Source: an optimization exercise on an open RTL-to-GDS flow (aim: small area, a short achievable clock period and few clock cycles per item). Production flows keep margins and buffers that such runs may drop. At most, simulation tests tie the RTL to the original design; equivalence was not proved. Power and IR drop assume default switching activity.

==> inputs of raven <==
==> flow/design.v (excerpt) <==
module olivia_fec_decoder (
    input  wire        clk,
    input  wire        rst,
    input  wire        in_valid,
    output wire        in_ready,
    input  wire [3:0]  in_bps,
    input  wire [47:0] in_soft,
    output wire        out_valid,
    input  wire        out_ready,
    output wire [6:0]  out_char,
    output wire [2:0]  out_index,
    output wire [11:0] out_peak,
    output wire        out_last
);
==> flow/config.mk <==
export PLATFORM = sky130hd
export DESIGN_NAME = olivia_fec_decoder
export DESIGN_NICKNAME = olivia_fec_decoder
export VERILOG_FILES = /design/flow/design.v
export SDC_FILE = /design/flow/constraint.sdc
export NUM_CORES = 8
export LEC_CHECK = 0
export CAP_MARGIN = 10
export CORE_MARGIN = 2
export CORE_UTILIZATION = 50
export PLACE_DENSITY = 0.68
export SLEW_MARGIN = 10
==> flow/constraint.sdc <==
create_clock -name core_clock -period 10.0 [get_ports {clk}]
set_input_delay 2.0000 -clock core_clock [delete_from_list [all_inputs] [get_ports {clk}]]
set_output_delay 2.0000 -clock core_clock [all_outputs]
set_load 0.01 [all_outputs]
standard.sh (not shown) runs the stock make flow with config.mk's settings and CLKGATE_MAP_FILE= SYNTH_SCRIPT=/design/flow/synth_recipe.tcl, a recipe that flattens the netlist after the stock synthesis.
==> flow/flow/run.sh <==
#!/bin/bash
# Standard layout with: buf_4 port buffers, no dummy clock loads, clock sink clusters of up to 28 sinks within 60 um,
# and timing repair aiming for 7.0 ns of setup slack.
set -euo pipefail
export BUFFER_PORTS_ARGS="-buffer_cell sky130_fd_sc_hd__buf_4"
export CTS_ARGS="-sink_clustering_enable -repair_clock_nets -dont_use_dummy_load -sink_clustering_size 28 -sink_clustering_max_diameter 60"
export SETUP_SLACK_MARGIN=7.0
bash standard.sh > standard.log 2>&1
==> indigo: changes against raven <==
==> flow/flow/run.sh (replaced) <==
#!/bin/bash
# Standard layout with: buf_4 port buffers, no dummy clock loads, clock sink clusters of up to 28 sinks within 60 um,
# and timing repair aiming for 6.8 ns of setup slack.
set -euo pipefail
export BUFFER_PORTS_ARGS="-buffer_cell sky130_fd_sc_hd__buf_4"
export CTS_ARGS="-sink_clustering_enable -repair_clock_nets -dont_use_dummy_load -sink_clustering_size 28 -sink_clustering_max_diameter 60"
export SETUP_SLACK_MARGIN=6.8
bash standard.sh > standard.log 2>&1
==> violet: changes against raven <==
==> flow/flow/run.sh (replaced) <==
#!/bin/bash
# Standard layout with: buf_4 port buffers, no dummy clock loads, clock sink clusters of up to 32 sinks within 60 um,
# and timing repair aiming for 6.9 ns of setup slack.
set -euo pipefail
export BUFFER_PORTS_ARGS="-buffer_cell sky130_fd_sc_hd__buf_4"
export CTS_ARGS="-sink_clustering_enable -repair_clock_nets -dont_use_dummy_load -sink_clustering_size 32 -sink_clustering_max_diameter 60"
export SETUP_SLACK_MARGIN=6.9
bash standard.sh > standard.log 2>&1
==> comparison table <==
| item | indigo | violet | raven |
|---|---|---|---|
| Switching component of the power | 15.5 mW | 16.0 mW | 16.3 mW |
| Area of the multi-input gates | 0.0350 mm^2 | 0.0354 mm^2 | 0.0359 mm^2 |
| Power in combinational cells | 16.2 mW | 17.2 mW | 18.1 mW |
| Insertion delay of the later-clocked pin in the worst-skew pair | 0.91 ns | 0.92 ns | 0.88 ns |
| Met3 wire length | 11.5 mm | 11.4 mm | 13.1 mm |
| Logic pwr share | 0.359 | 0.375 | 0.385 |
| Register-to-Register Setup Slack | 6.84 ns | 6.90 ns | 6.82 ns |
| Max-Slew Margin vs Limit | 0.0862 | 0.0788 | 0.133 |
| Quantity of gates resized following cts | 125 | 157 | 203 |
| Met1 Usage GRT | 0.267 | 0.265 | 0.259 |
| Clock buffers created by TritonCTS | 198 | 181 | 195 |
| Arrival time reported for the critical path endpoint | 1.34 ns | 1.37 ns | 1.29 ns |
| Detailed-router iteration count before antenna repair | 10 | 14 | 7 |
| Global-route track usage on met2 | 0.326 | 0.322 | 0.329 |
| Wire length per cell after detailed routing | 19.6 um | 19.4 um | 19.6 um |
| Weighted congestion at the end of routability-driven global placement | 0.859 | 0.856 | 0.863 |
| Antenna diodes | 4 | 7 | 3 |
| Worst-case vdd ir drop | 0.297 mV | 0.389 mV | 0.356 mV |
| Vias per std cell | 5.23 | 5.21 | 5.21 |
| Max Clock Freq | 0.299 GHz | 0.297 GHz | 0.304 GHz |
| Post-Route Utilization | 0.546 | 0.547 | 0.553 |
| Grt met3 use | 0.0266 | 0.0269 | 0.0310 |
| Outcome | timing/DRC/antenna clean | timing/DRC/antenna clean | timing/DRC/antenna clean |
| Worst setup skew after layout | 0.108 ns | 0.168 ns | 0.106 ns |
| Nets | 10.3k | 10.3k | 10.3k |
| Layout-stage area growth over the synthesis result | 8.33% | 8.55% | 9.65% |
Testbench counts of raven, summed over its fixed seeds: cycles 35,432, chars 1,720.
Testbench counts of indigo, summed over its fixed seeds: cycles 35,432, chars 1,720.
Testbench counts of violet, summed over its fixed seeds: cycles 35,432, chars 1,720.

==> v6 <==
Another version of the RTL of olivia_fec_decoder (not shown whole).
export LEC_CHECK = 0
export CAP_MARGIN = 40
export CORE_MARGIN = 2
export CORE_UTILIZATION = 35
export PLACE_DENSITY = 0.55
export SLEW_MARGIN = 20
create_clock -name core_clock -period 10.0 [get_ports {clk}]
==> flow/flow/run.sh <==
#!/bin/bash
# Standard layout with: buf_4 port buffers, no dummy clock loads, clock sink clusters of up to 28 sinks within 60 um,
# and timing repair aiming for 7.0 ns of setup slack.
set -euo pipefail
export BUFFER_PORTS_ARGS="-buffer_cell sky130_fd_sc_hd__buf_4"
export CTS_ARGS="-sink_clustering_enable -repair_clock_nets -dont_use_dummy_load -sink_clustering_size 28 -sink_clustering_max_diameter 60"
export SETUP_SLACK_MARGIN=7.0
bash standard.sh > standard.log 2>&1
==> v1 (differences from v6) <==
--- a/flow/design.v
+++ b/flow/design.v
@@ -38,16 +38,17 @@
     reg [7:0]  dc_bh;         
     reg [7:0]  dc_ih;         
     reg [7:0]  dc_mh;         
     reg [7:0]  dc_gh;         
     reg        win;           
     reg        dc_last;       
     reg [NCRED-1:0] cred;     
     reg [7:0]  neg;           
+    reg [7:0]  neg4;          
     wire fire = in_valid & rdy;
     reg  [2:0] in_bm1;
     always @(*) begin
         case (in_bps)
             4'd0, 4'd1: in_bm1 = 3'd0;
             4'd2:       in_bm1 = 3'd1;
             4'd3:       in_bm1 = 3'd2;
             4'd4:       in_bm1 = 3'd3;
@@ -55,17 +56,17 @@
             4'd6:       in_bm1 = 3'd5;
             4'd7:       in_bm1 = 3'd6;
             default:    in_bm1 = 3'd7;
         endcase
     end
     wire [2:0] dc_m = {dc_mh[4] | dc_mh[5] | dc_mh[6] | dc_mh[7],
                        dc_mh[2] | dc_mh[3] | dc_mh[6] | dc_mh[7],
                        dc_mh[1] | dc_mh[3] | dc_mh[5] | dc_mh[7]};
-    wire [7:0] phi  = {dc_mh[1:0], dc_mh[7:2]};
+    wire [7:0] phi  = {dc_mh[5:0], dc_mh[7:6]};
     wire       win_end = win & dc_mh[7];
     wire       out_fire;
     wire       cred_ok = cred[0];
     wire       t0      = (ld_t == 6'd0);
     wire       t63     = (ld_t == 6'd63);
     wire       done    = fire & t63;     
     wire       at_last = |(dc_ih & dc_bh);
     wire       busy_0  = dc_busy & ~(win_end & at_last);
@@ -74,27 +75,39 @@
     wire [7:0] gh_0    = dc_mh[7] ? {dc_gh[6:0], dc_gh[7]} : dc_gh;
     wire       al      = |({dc_gh[6:0], dc_gh[7]} & dc_ih);
     wire       go_0    = busy_0 & dc_mh[7] & cred_ok & (win | al);
     wire       last_0  = (go_0 & |(ih_0 & dc_bh)) | (dc_last & busy_0);
     wire       free_0  = ~busy_0 | last_0;
     wire       go_1    = cred_ok & ld_pg[7];
     wire       last_1  = go_1 & (ld_bm1 == 3'd0);
     wire       go_nx   = done ? go_1 : go_0;
+    wire       rephase = ~dc_busy & ld_pg[7] & ld_pm[3] & ~t0;
+    wire [7:0] mh_nx   = done ? 8'd1 : rephase ? 8'd16 : mh_0;
+    wire [7:0] mh_n    = rephase ? 8'd16 : mh_0;
+    wire [7:0] ih_n    = dc_busy ? ih_0 : 8'd1;
+    wire [7:0] ih_4    = (busy_0 & ~win_end) ? (win ? {dc_ih[6:0], dc_ih[7]} : dc_ih) :
+                         (busy_0 & win_end) ? ih_0 : 8'd1;
+    wire       hi_nx   = |mh_n[7:4];
+    wire [7:0] i4_nx   = hi_nx ? ih_4 : ih_n;
+    wire [7:0] m4_nx   = {mh_n[3:0], mh_n[7:4]};
     wire [7:0] neg_0;
-    wire [7:0] neg_1;
     generate
         for (s = 0; s < 8; s = s + 1) begin : g_neg
             localparam [63:0] TAB = scr_tab(s);
             wire [63:0] hit;
             for (q = 0; q < 64; q = q + 1) begin : g_h
-                assign hit[q] = TAB[q] & ih_0[q / 8] & mh_0[q % 8];
+                assign hit[q] = TAB[q] & ih_n[q / 8] & mh_n[q % 8];
             end
             assign neg_0[s] = |hit;
-            assign neg_1[s] = TAB[0];
+            wire [63:0] hit4;
+            for (q = 0; q < 64; q = q + 1) begin : g_h4
+                assign hit4[q] = TAB[q] & i4_nx[q / 8] & m4_nx[q % 8];
+            end
+            always @(posedge clk) neg4[s] <= |hit4;
         end
     endgenerate
     wire [23:0] xs_init;      
     wire [23:0] xs_one;       
     wire [23:0] xs_step;      
     generate
         for (p = 0; p < 8; p = p + 1) begin : g_xs
             localparam [2:0] CW = 3'd0 - p[2:0];
@@ -141,117 +154,134 @@
             ld_bm1  <= (fire & t0) ? in_bm1 : ld_bm1;
             we      <= fire ? we_1 : we_0;
             xsel    <= fire ? (t63 ? xs_init : t0 ? xs_one : xs_step) :
                        miss ? {xsel[20:0], xsel[23:21]} : xsel;
             dc_busy <= done | busy_0;
             dc_bm1  <= done ? ld_bm1 : dc_bm1;
             dc_bh   <= done ? (8'd1 << ld_bm1) : dc_bh;
             dc_ih   <= done ? 8'd1 : ih_0;
-            dc_mh   <= done ? 8'd1 : mh_0;
+            dc_mh   <= mh_nx;
             dc_gh   <= done ? {ld_pg[6:0], ld_pg[7]} : gh_0;
             win     <= go_nx | (win & ~win_end);
             dc_last <= done ? last_1 : last_0;
             if (go_nx & ~out_fire)
                 cred <= {1'b0, cred[NCRED-1:1]};
             else if (out_fire & ~go_nx)
                 cred <= {cred[NCRED-2:0], 1'b1};
         end
-        neg <= done ? neg_1 : neg_0;
+        neg <= neg_0;
     end
     assign in_ready = rdy;
     wire [47:0] xb;           
     generate
         for (p = 0; p < 8; p = p + 1) begin : g_xb
             assign xb[6*p +: 6] = in_soft[6*xsel[3*p +: 3] +: 6];
         end
     endgenerate
     wire [47:0] taps;
+    wire [47:0] taps4;        
     generate
         for (s = 0; s < 8; s = s + 1) begin : g_ring
             reg  [383:0] r;
             wire [383:0] sh = {r[377:0], r[383:378]};
             wire [383:0] nx;
             for (p = 0; p < 8; p = p + 1) begin : g_port
                 assign nx[48*p +: 6]      = we[s] ? xb[6*p +: 6] : sh[48*p +: 6];
                 assign nx[48*p + 6 +: 42] = sh[48*p + 6 +: 42];
             end
             always @(posedge clk) r <= nx;
-            assign taps[6*s +: 6] = r[383:378];
+            assign taps[6*s +: 6]  = r[383:378];
+            assign taps4[6*s +: 6] = r[359:354];
         end
     endgenerate
     reg [7:0] A [0:7];
     generate
-        for (q = 0; q < 8; q = q + 2) begin : g_a
+        for (q = 0; q < 4; q = q + 1) begin : g_a
+            wire [7:0] pa = {{2{taps4[6*q + 5]}}, taps4[6*q +: 6]};
+            wire [7:0] pb = {{2{taps4[6*q + 29]}}, taps4[6*q + 24 +: 6]};
+            wire [7:0] xp = pa ^ {8{neg4[q]}};
+            wire [7:0] vp = (pb ^ {8{neg4[q + 4]}}) + {7'd0, neg4[q + 4]};
             wire [7:0] ua = {{2{taps[6*q + 5]}}, taps[6*q +: 6]};
-            wire [7:0] ub = {{2{taps[6*q + 11]}}, taps[6*q + 6 +: 6]};
+            wire [7:0] ub = {{2{taps[6*q + 29]}}, taps[6*q + 24 +: 6]};
             wire [7:0] xa = ua ^ {8{neg[q]}};
-            wire [7:0] vb = (ub ^ {8{neg[q + 1]}}) + {7'd0, neg[q + 1]};
+            wire [7:0] vb = (ub ^ {8{neg[q + 4]}}) + {7'd0, neg[q + 4]};
             wire [7:0] sm, df;
-            ks_add #(.W(8)) u_s (.a(vb), .b(xa),  .cin(neg[q]),  .s(sm));
+            ks_add #(.W(8)) u_s (.a(vp), .b(xp),  .cin(neg4[q]), .s(sm));
             ks_add #(.W(8)) u_d (.a(vb), .b(~xa), .cin(~neg[q]), .s(df));
             always @(posedge clk) begin
                 A[q]     <= sm;
-                A[q + 1] <= df;
+                A[q + 4] <= df;
             end
         end
     endgenerate
     wire [8:0] w2 [0:7];
     wire [9:0] w3 [0:7];
     generate
         for (q = 0; q < 8; q = q + 1) begin : g_b
-            if ((q & 2) == 0) begin : g_lo2
-                ks_add #(.W(9)) u (.a({A[q + 2][7], A[q + 2]}), .b({A[q][7], A[q]}),
+            if ((q & 1) == 0) begin : g_lo1
+                ks_add #(.W(9)) u (.a({A[q + 1][7], A[q + 1]}), .b({A[q][7], A[q]}),
                                    .cin(1'b0), .s(w2[q]));
-            end else begin : g_hi2
-                ks_add #(.W(9)) u (.a({A[q][7], A[q]}), .b(~{A[q - 2][7], A[q - 2]}),
+            end else begin : g_hi1
+                ks_add #(.W(9)) u (.a({A[q][7], A[q]}), .b(~{A[q - 1][7], A[q - 1]}),
                                    .cin(1'b1), .s(w2[q]));
             end
-            if ((q & 4) == 0) begin : g_lo4
-                ks_add #(.W(10)) u (.a({w2[q + 4][8], w2[q + 4]}), .b({w2[q][8], w2[q]}),
+            if ((q & 2) == 0) begin : g_lo2
+                ks_add #(.W(10)) u (.a({w2[q + 2][8], w2[q + 2]}), .b({w2[q][8], w2[q]}),
                                     .cin(1'b0), .s(w3[q]));
-            end else begin : g_hi4
-                ks_add #(.W(10)) u (.a({w2[q][8], w2[q]}), .b(~{w2[q - 4][8], w2[q - 4]}),
+            end else begin : g_hi2
+                ks_add #(.W(10)) u (.a({w2[q][8], w2[q]}), .b(~{w2[q - 2][8], w2[q - 2]}),
                                     .cin(1'b1), .s(w3[q]));
             end
         end
     endgenerate
     reg [9:0] B [0:7];
     generate
         for (q = 0; q < 8; q = q + 1) begin : g_breg
             always @(posedge clk) B[q] <= w3[q];
         end
     endgenerate
     wire [9:0] sk [0:7];
     generate
         for (j = 0; j < 8; j = j + 1) begin : g_skew
-            if (j == 0) begin : g_z
+            localparam integer K = j % 4;
+            if (K == 0) begin : g_z
                 assign sk[j] = B[j];
             end else begin : g_d
-                reg [10*j-1:0] d;
-                if (j == 1) begin : g_1
+                reg [10*K-1:0] d;
+                if (K == 1) begin : g_1
                     always @(posedge clk) d <= B[j];
                 end else begin : g_n
-                    always @(posedge clk) d <= {d[10*j-11:0], B[j]};
+                    always @(posedge clk) d <= {d[10*K-11:0], B[j]};
                 end
-                assign sk[j] = d[10*j-1 -: 10];
+                assign sk[j] = d[10*K-1 -: 10];
             end
         end
     endgenerate
+    wire [7:0] phi_n = {mh_nx[5:0], mh_nx[7:6]};
+    reg  [2:0] kr;
+    always @(posedge clk)
+        kr <= {phi_n[4] | phi_n[5] | phi_n[6] | phi_n[7], phi_n[2] | phi_n[3] | phi_n[6] | phi_n[7],
+               phi_n[1] | phi_n[3] | phi_n[5] | phi_n[7]};
+    wire [9:0] r0 [0:7];
+    wire [9:0] r1 [0:7];
+    wire [9:0] r2 [0:7];
+    wire [9:0] r3 [0:7];
+    generate
+        for (x = 0; x < 8; x = x + 1) begin : g_rv
+            assign r0[x] = sk[(8 - x) % 8];
+            assign r1[x] = kr[0] ? r0[(x + 7) % 8] : r0[x];
+            assign r2[x] = kr[1] ? r1[(x + 6) % 8] : r1[x];
+            assign r3[x] = kr[2] ? r2[(x + 4) % 8] : r2[x];
+        end
+    endgenerate
     wire [9:0] dk [0:7];
     generate
         for (x = 0; x < 8; x = x + 1) begin : g_rot
-            wire [79:0] terms;
-            for (j = 0; j < 8; j = j + 1) begin : g_t
-                assign terms[10*j +: 10] = sk[j] & {10{phi[(j + x) % 8]}};
-            end
-            wire [9:0] sel = terms[9:0]   | terms[19:10] | terms[29:20] | terms[39:30] |
-                             terms[49:40] | terms[59:50] | terms[69:60] | terms[79:70];
-            reg  [9:0] rv;
-            always @(posedge clk) rv <= sel;
+            wire [9:0] rv = r3[x];
             if (x == 7) begin : g_z
                 assign dk[x] = rv;
             end else begin : g_d
                 localparam integer N = 7 - x;
                 reg [10*N-1:0] d;
                 if (N == 1) begin : g_1
                     always @(posedge clk) d <= rv;
                 end else begin : g_n
@@ -339,32 +369,34 @@
     wire [11:0] l3m = l3r ? l2m[1] : l2m[0];
     wire [3:0]  l3i = l3r ? {1'b1, l2i[1]} : {1'b0, l2i[0]};
     reg [11:0] pk_m;
     reg [3:0]  pk_i;          
     always @(posedge clk) begin
         pk_m <= l3m;
         pk_i <= l3i;
     end
-    wire [2:0] ypk = dc_m;
+    wire [2:0] ypk = dc_m + 3'd5;
     reg [11:0] rm_m;
     reg [6:0]  rm_i;          
-    wire take = dc_mh[0] | (pk_m > rm_m);
+    wire take = dc_mh[3] | (pk_m > rm_m);       
     always @(posedge clk) begin
         if (take) begin
             rm_m <= pk_m;
             rm_i <= {ypk, pk_i};
         end
     end
-    reg [16:0] tok;
+    reg [1:0] wq;
     always @(posedge clk) begin
-        if (rst) tok <= 17'd0;
-        else     tok <= {tok[15:0], win_end};
+        if (rst)
+            wq <= 2'd0;
+        else if (dc_mh[7])
+            wq <= {wq[0], win_end};
     end
-    wire res_v = tok[16];
+    wire res_v = dc_mh[3] & wq[1];
     reg  [2:0]  rc_i;
     wire        rc_last = (rc_i == dc_bm1);
     wire [22:0] res = {rc_last, rc_i, rm_i[0], rm_i[6:1], rm_m};    
     always @(posedge clk) begin
         if (rst)
             rc_i <= 3'd0;
         else if (res_v)
             rc_i <= rc_last ? 3'd0 : rc_i + 3'd1;
==> flow/flow/run.sh (replaced) <==
#!/bin/bash
# Standard layout with: buf_4 port buffers, no dummy clock loads, clock sink clusters of up to 28 sinks within 60 um,
# and timing repair aiming for 6.9 ns of setup slack.
set -euo pipefail
export BUFFER_PORTS_ARGS="-buffer_cell sky130_fd_sc_hd__buf_4"
export CTS_ARGS="-sink_clustering_enable -repair_clock_nets -dont_use_dummy_load -sink_clustering_size 28 -sink_clustering_max_diameter 60"
export SETUP_SLACK_MARGIN=6.9
bash standard.sh > standard.log 2>&1
- CAP_MARGIN: 40 -> 10
- CORE_UTILIZATION: 35 -> 50
- PLACE_DENSITY: 0.55 -> 0.68
- SLEW_MARGIN: 20 -> 10
==> v23 (differences from v6) <==
==> flow/flow/run.sh (replaced) <==
#!/bin/bash
# Standard layout with: buf_4 port buffers, no dummy clock loads,
# and timing repair aiming for 6.6 ns of setup slack.
set -euo pipefail
export BUFFER_PORTS_ARGS="-buffer_cell sky130_fd_sc_hd__buf_4"
export CTS_ARGS="-sink_clustering_enable -repair_clock_nets -dont_use_dummy_load"
export SETUP_SLACK_MARGIN=6.6
bash standard.sh > standard.log 2>&1
==> v8 (differences from v6) <==
--- a/flow/design.v
+++ b/flow/design.v
@@ -240,18 +240,17 @@
     generate
         for (x = 0; x < 8; x = x + 1) begin : g_rot
             wire [79:0] terms;
             for (j = 0; j < 8; j = j + 1) begin : g_t
                 assign terms[10*j +: 10] = sk[j] & {10{phi[(j + x) % 8]}};
             end
             wire [9:0] sel = terms[9:0]   | terms[19:10] | terms[29:20] | terms[39:30] |
                              terms[49:40] | terms[59:50] | terms[69:60] | terms[79:70];
-            reg  [9:0] rv;
-            always @(posedge clk) rv <= sel;
+            wire [9:0] rv = sel;
             if (x == 7) begin : g_z
                 assign dk[x] = rv;
             end else begin : g_d
                 localparam integer N = 7 - x;
                 reg [10*N-1:0] d;
                 if (N == 1) begin : g_1
                     always @(posedge clk) d <= rv;
                 end else begin : g_n
@@ -339,32 +338,34 @@
     wire [11:0] l3m = l3r ? l2m[1] : l2m[0];
     wire [3:0]  l3i = l3r ? {1'b1, l2i[1]} : {1'b0, l2i[0]};
     reg [11:0] pk_m;
     reg [3:0]  pk_i;          
     always @(posedge clk) begin
         pk_m <= l3m;
         pk_i <= l3i;
     end
-    wire [2:0] ypk = dc_m;
+    wire [2:0] ypk = dc_m + 3'd1;
     reg [11:0] rm_m;
     reg [6:0]  rm_i;          
-    wire take = dc_mh[0] | (pk_m > rm_m);
+    wire take = dc_mh[7] | (pk_m > rm_m);       
     always @(posedge clk) begin
         if (take) begin
             rm_m <= pk_m;
             rm_i <= {ypk, pk_i};
         end
     end
-    reg [16:0] tok;
+    reg [1:0] wq;
     always @(posedge clk) begin
-        if (rst) tok <= 17'd0;
-        else     tok <= {tok[15:0], win_end};
+        if (rst)
+            wq <= 2'd0;
+        else if (dc_mh[7])
+            wq <= {wq[0], win_end};
     end
-    wire res_v = tok[16];
+    wire res_v = dc_mh[7] & wq[1];
     reg  [2:0]  rc_i;
     wire        rc_last = (rc_i == dc_bm1);
     wire [22:0] res = {rc_last, rc_i, rm_i[0], rm_i[6:1], rm_m};    
     always @(posedge clk) begin
         if (rst)
             rc_i <= 3'd0;
         else if (res_v)
             rc_i <= rc_last ? 3'd0 : rc_i + 3'd1;
==> flow/flow/run.sh (replaced) <==
#!/bin/bash
# Standard layout with: buf_4 port buffers, no dummy clock loads, clock sink clusters of up to 32 sinks within 64 um,
# and timing repair aiming for 6.9 ns of setup slack.
set -euo pipefail
export BUFFER_PORTS_ARGS="-buffer_cell sky130_fd_sc_hd__buf_4"
export CTS_ARGS="-sink_clustering_enable -repair_clock_nets -dont_use_dummy_load -sink_clustering_size 32 -sink_clustering_max_diameter 64"
export SETUP_SLACK_MARGIN=6.9
bash standard.sh > standard.log 2>&1
==> comparison table <==
                                                                                                         v8                           v6                        v23                          v1
Synth Register Bits                                                                                    4413                         4508                       4508                        4268
Number of detailed-route iterations in the first pass                                                    10                           10                          7                           6
Sum of met2 wire segment lengths after detailed routing                                              127 mm                       132 mm                     129 mm                      125 mm
Number of distinct library cell variants in the gate-level netlist after synthesis                       91                           99                         99                          90
Final critical delay including setup and external delays                                            3.42 ns                      3.38 ns                    3.48 ns                     3.34 ns
DIE AREA                                                                                         0.379 mm^2                   0.386 mm^2                 0.386 mm^2                  0.261 mm^2
Result of the run                                                                   complete, no violations      complete, no violations    complete, no violations     complete, no violations
Via count of the first global-routing pass                                                            70500                        72800                      73700                       69700
Total global-route track usage                                                                        13.9%                        14.2%                      14.3%                       19.8%
Std cell rows                                                                                           224                          226                        226                         186
Highest metal layer used by the detailed router                                                        met4                         met5                       met4                        met4
Initial antenna violation count                                                                          13                           13                         15                           8
Number of filler cells placed in the layout                                                           34800                        35100                      35300                       20800
Peak supply drop                                                                                     226 uV                       294 uV                     287 uV                      457 uV
Worst slew margin relative to its limit                                                               37.1%                        39.4%                      40.8%                       16.0%
Non-filler instance count after layout                                                                15500                        15700                      15800                       13600
Hold Crit Endpoint                                                                  g_ring[6].r[76]$_DFF_P_  g_skew[7].g_d.d[38]$_DFF_P_  g_rot[3].g_d.d[6]$_DFF_P_  g_rot[0].g_d.d[35]$_DFF_P_
Vias post-DR                                                                                          71400                        73200                      73600                       70000
Launch point of the worst reg-to-reg path                                                    win$_SDFF_PP0_              A[3][0]$_DFF_P_          neg[5]$_SDFF_PP0_             C[0][0]$_DFF_P_
Portion of the clock cycle consumed by the worst path in the final layout                             34.2%                        33.8%                      34.8%                       33.4%
Share of final-layout standard cells stronger than drive strength 1                                   9.02%                        11.3%                      9.12%                       11.4%
Diode insertion count for antenna repair                                                                  8                            7                          3                           7
Finished Core Util                                                                                    38.8%                        39.5%                      39.7%                       54.8%
WHS                                                                                                0.244 ns                     0.225 ns                   0.225 ns                    0.214 ns
Testbench counts of v6, summed over its fixed seeds: cycles 35,480, chars 1,720.
Testbench counts of v23, summed over its fixed seeds: cycles 35,480, chars 1,720.
Testbench counts of v8, summed over its fixed seeds: cycles 35,472, chars 1,720.
Function not checked in v1: the RTL went through the layout flow alone.

separate check: timing with driven ports:
The flow's constraints put no driver on any port. The routed layouts listed below were extracted and timed again, unchanged, in two steps. Step 1 assumes that a clkbuf_16 drives the clock port and a buf_2 every other input. Step 2 times the ports against the registers' clock, not the clock port: input delays grow and output delays shrink by t, the midpoint of the rising clock arrivals with the driver on. Slacks: ideal / step 1 / step 2; pairs: ideal / step 1.
run	shift t [ns]	slack for setup (ns)	hold slack, ns	worst register clock-pin slew, ns	cell pins on the clock port's net
raven	0.911	6.708 / 6.619 / 6.153	0.278 / 0.278 / 0.278	0.10 / 0.10	1
indigo	0.917	6.657 / 6.567 / 5.947	0.254 / 0.254 / 0.254	0.10 / 0.10	1
violet	0.921	6.633 / 6.540 / 5.965	0.244 / 0.244 / 0.244	0.11 / 0.11	1
v6	0.954	6.617 / 6.522 / 6.109	0.225 / 0.225 / 0.225	0.10 / 0.10	1
v1	0.938	6.656 / 6.565 / 6.006	0.214 / 0.214 / 0.214	0.11 / 0.11	1
v23	0.994	6.520 / 6.428 / 5.784	0.225 / 0.225 / 0.225	0.07 / 0.07	1
v8	0.944	6.584 / 6.489 / 5.960	0.244 / 0.244 / 0.244	0.11 / 0.11	1
After both steps setup and hold are still met in every run listed. For v23, which loses most, drivers alone change the setup slack by -0.092 ns; drivers and shift together by -0.736 ns.
